From an optimization exercise on the open Yosys and OpenROAD flow, aimed at small area and a short achievable clock period; shortcuts taken in it are not production practice. Function was checked by simulation only, so behaviour that the tests miss may differ from the original. Power and IR drop assume default switching activity.

## run 1
==> flow/design.v (excerpt) <==
module vm5f_core (
    input  wire         clk,
    input  wire         rst,             
    input  wire         rx_valid,
    input  wire [7:0]   rx_data,
    input  wire         rx_last,
    output wire         rx_ready,
    output reg          rsp_valid,
    output wire [2:0]   rsp_err,
    output wire [7:0]   rsp_addr,
    output wire [7:0]   rsp_cmd,
    output wire [7:0]   rsp_len,
    output wire [7:0]   rsp_chk,
    output wire [7:0]   rsp_chk_calc,
    output reg          rsp_chk_ok,
    output reg          rsp_tag,
    output reg  [2:0]   last_err,
    input  wire         enc_valid,
    output reg          enc_ready,
    input  wire [7:0]   enc_cmd,
    input  wire [7:0]   enc_addr,
    input  wire [4:0]   enc_n,
    input  wire [207:0] enc_payload,     
    output reg          tx_valid,
    output reg  [7:0]   tx_data,
    output reg          tx_last,
    input  wire         tx_ready,
    output reg          refused,
    input  wire         tick,            
    input  wire         ovr_n,           
    output reg          act,             
    output reg  [1:0]   ls,
    output reg  [3:0]   fifo_count,
    output reg  [7:0]   cur_ant,
    output reg  [15:0]  cur_pc,
    output reg  [95:0]  cur_epc
);
Size: roughly 4,800 cells after synthesis, ~1,600 flip-flops, about 430 I/O pins.
export LEC_CHECK = 0
export CAP_MARGIN = 20
export CORE_MARGIN = 2
export CORE_UTILIZATION = 40
export SLEW_MARGIN = 20
export SYNTH_HIERARCHICAL = 1
export SYNTH_MINIMUM_KEEP_SIZE = 0
create_clock -name core_clock -period 10.0 [get_ports {clk}]
standard.sh (not shown) runs the stock make flow with config.mk's settings and CLKGATE_MAP_FILE= SYNTH_SCRIPT=/design/flow/synth_recipe.tcl, a recipe that flattens the netlist after the stock synthesis.
==> flow/flow/run.sh <==
#!/bin/bash
# Standard ORFS layout, with plain buffers on the ports, a clock tree with
# larger sink clusters and no dummy loads, and repair_timing aiming further
# below the clock period.
set -euo pipefail
bash standard.sh "BUFFER_PORTS_ARGS=-buffer_cell sky130_fd_sc_hd__buf_2" \
  "CTS_ARGS=-sink_clustering_enable -repair_clock_nets -sink_clustering_size 28 -sink_clustering_max_diameter 90 -buf_list sky130_fd_sc_hd__clkbuf_16 -dont_use_dummy_load" \
  SETUP_SLACK_MARGIN=6.8 finish > standard_flow.log 2>&1
Modified inputs, run 2 compared to run 1
==> flow/flow/run.sh <==
#!/bin/bash
# Standard ORFS layout, with plain buffers on the ports, a clock tree with
# larger sink clusters and no dummy loads, and repair_timing aiming further
# below the clock period.
set -euo pipefail
bash standard.sh "BUFFER_PORTS_ARGS=-buffer_cell sky130_fd_sc_hd__buf_2" \
  "CTS_ARGS=-sink_clustering_enable -repair_clock_nets -sink_clustering_size 25 -sink_clustering_max_diameter 80 -buf_list sky130_fd_sc_hd__clkbuf_16 -dont_use_dummy_load" \
  SETUP_SLACK_MARGIN=7.0 finish > standard_flow.log 2>&1
diff --git a/flow/config.mk b/flow/config.mk
--- a/flow/config.mk
+++ b/flow/config.mk
@@ -9,3 +9,3 @@
 export CORE_MARGIN = 2
-export CORE_UTILIZATION = 40
+export CORE_UTILIZATION = 60
 export SLEW_MARGIN = 20
Notes after the runs:
Delta (run 2 minus run 1): maximum net fanout on the critical path fell by 1, detailed-placement wirelength estimate moved down, global-route usage higher, total power shows an increase of about 1%.
Of the two values seen for cell at the slowest stage of the critical path, or4_4 was produced by run 2 and dfxtp_4 by run 1.
[compare] base=run 1 new=run 2: amount of wire on met2 after detailed routing has decreased; smallest setup slack after layout moved down; total length of routed wires lost about 2.2%.
Run 2 reports its leading cell type in the layout, fill and taps excluded as a22o_1 while run 1 reports dfxtp_1.
Summary of run 2 over run 1: utilization went up by 23 points; area added between synthesis and finish went down by 0.29 points; power share of the clock group went up by 0.3 points.
Between run 1 and run 2, the worst path required time is higher for run 2.
Inputs modified between run 2 and run 3:
diff --git a/flow/flow/run.sh b/flow/flow/run.sh
--- a/flow/flow/run.sh
+++ b/flow/flow/run.sh
@@ -7,2 +7,2 @@
   "CTS_ARGS=-sink_clustering_enable -repair_clock_nets -sink_clustering_size 25 -sink_clustering_max_diameter 80 -buf_list sky130_fd_sc_hd__clkbuf_16 -dont_use_dummy_load" \
-  SETUP_SLACK_MARGIN=7.0 finish > standard_flow.log 2>&1
+  SETUP_SLACK_MARGIN=6.8 finish > standard_flow.log 2>&1
diff --git a/flow/config.mk b/flow/config.mk
--- a/flow/config.mk
+++ b/flow/config.mk
@@ -9,3 +9,3 @@
 export CORE_MARGIN = 2
-export CORE_UTILIZATION = 60
+export CORE_UTILIZATION = 40
 export SLEW_MARGIN = 20
==> comparison <==
Compared with run 2, in run 3 proportion of power drawn by combinational gates lost 0.5 points; non-clock buffer count lost 7.9%; standby leakage power lost 0.91%. Comparing run 2 and run 3, the lower clock-buffer cell count is on run 2. cur_ant[1]$_DFF_P_ as the launch point of the critical path was reported by run 3, and enc_payload[142] by run 2. Re maximum buffer depth of the clock tree: no difference whatsoever between run 3 and run 2. Share of power burned in the clock network (lower): run 2. Summary of run 3 over run 2: fraction of layout cells with a size suffix above 1 went down by 0.96 points; post-layout minimum cycle time lost 0.015 ns.
Edits applied to the flow inputs when going from run 3 to run 4:
diff --git a/flow/flow/run.sh b/flow/flow/run.sh
--- a/flow/flow/run.sh
+++ b/flow/flow/run.sh
@@ -7,2 +7,2 @@
   "CTS_ARGS=-sink_clustering_enable -repair_clock_nets -sink_clustering_size 25 -sink_clustering_max_diameter 80 -buf_list sky130_fd_sc_hd__clkbuf_16 -dont_use_dummy_load" \
-  SETUP_SLACK_MARGIN=6.8 finish > standard_flow.log 2>&1
+  SETUP_SLACK_MARGIN=7.0 finish > standard_flow.log 2>&1
--- outcome ---
Run 4 and run 3 all finish clean. Row worst-case reg-to-reg path depth: run 4 higher / run 3 lower. Summary of run 4 over run 3: net switching power now sits higher; count of clock-buffer cells in the layout now sits higher. Delta (run 4 minus run 3): summed area of non-filler cells in the final layout +about 0.9%; total power went up; total number of vias rose by 158.

## what the ideal ports hide
In the flow no input, the clock included, has a driving cell. The finished layouts below were timed again as built, in two steps. Step 1 (the two cells are an assumption about what drives the block):
set clk [get_ports {clk}]
set_driving_cell -lib_cell sky130_fd_sc_hd__clkbuf_16 $clk
set_driving_cell -lib_cell sky130_fd_sc_hd__buf_2 [delete_from_list [all_inputs] $clk]
Step 2, shift: input delay + t, output delay - t, t = (earliest + latest rising clock arrival at the registers) / 2. This alone moves slack from input paths to output paths. Three values: ideal, step 1, step 2; two values: the first two.
run	t (ns)	slack for setup (ns)	hold WS [ns]	cell pins on the clock port's net
run 1	0.758	6.754 / 6.671 / 6.120	0.418 / 0.418 / 0.418	1
run 2	0.726	6.716 / 6.730 / 6.048	0.424 / 0.424 / 0.424	1
run 3	0.768	6.731 / 6.649 / 6.118	0.426 / 0.426 / 0.426	1
run 4	0.777	6.722 / 6.643 / 6.279	0.450 / 0.450 / 0.450	1
After both steps setup and hold are still met in every run listed. The setup slack of run 2, which loses most, moves by +0.014 ns with the drivers and by -0.668 ns with both steps.
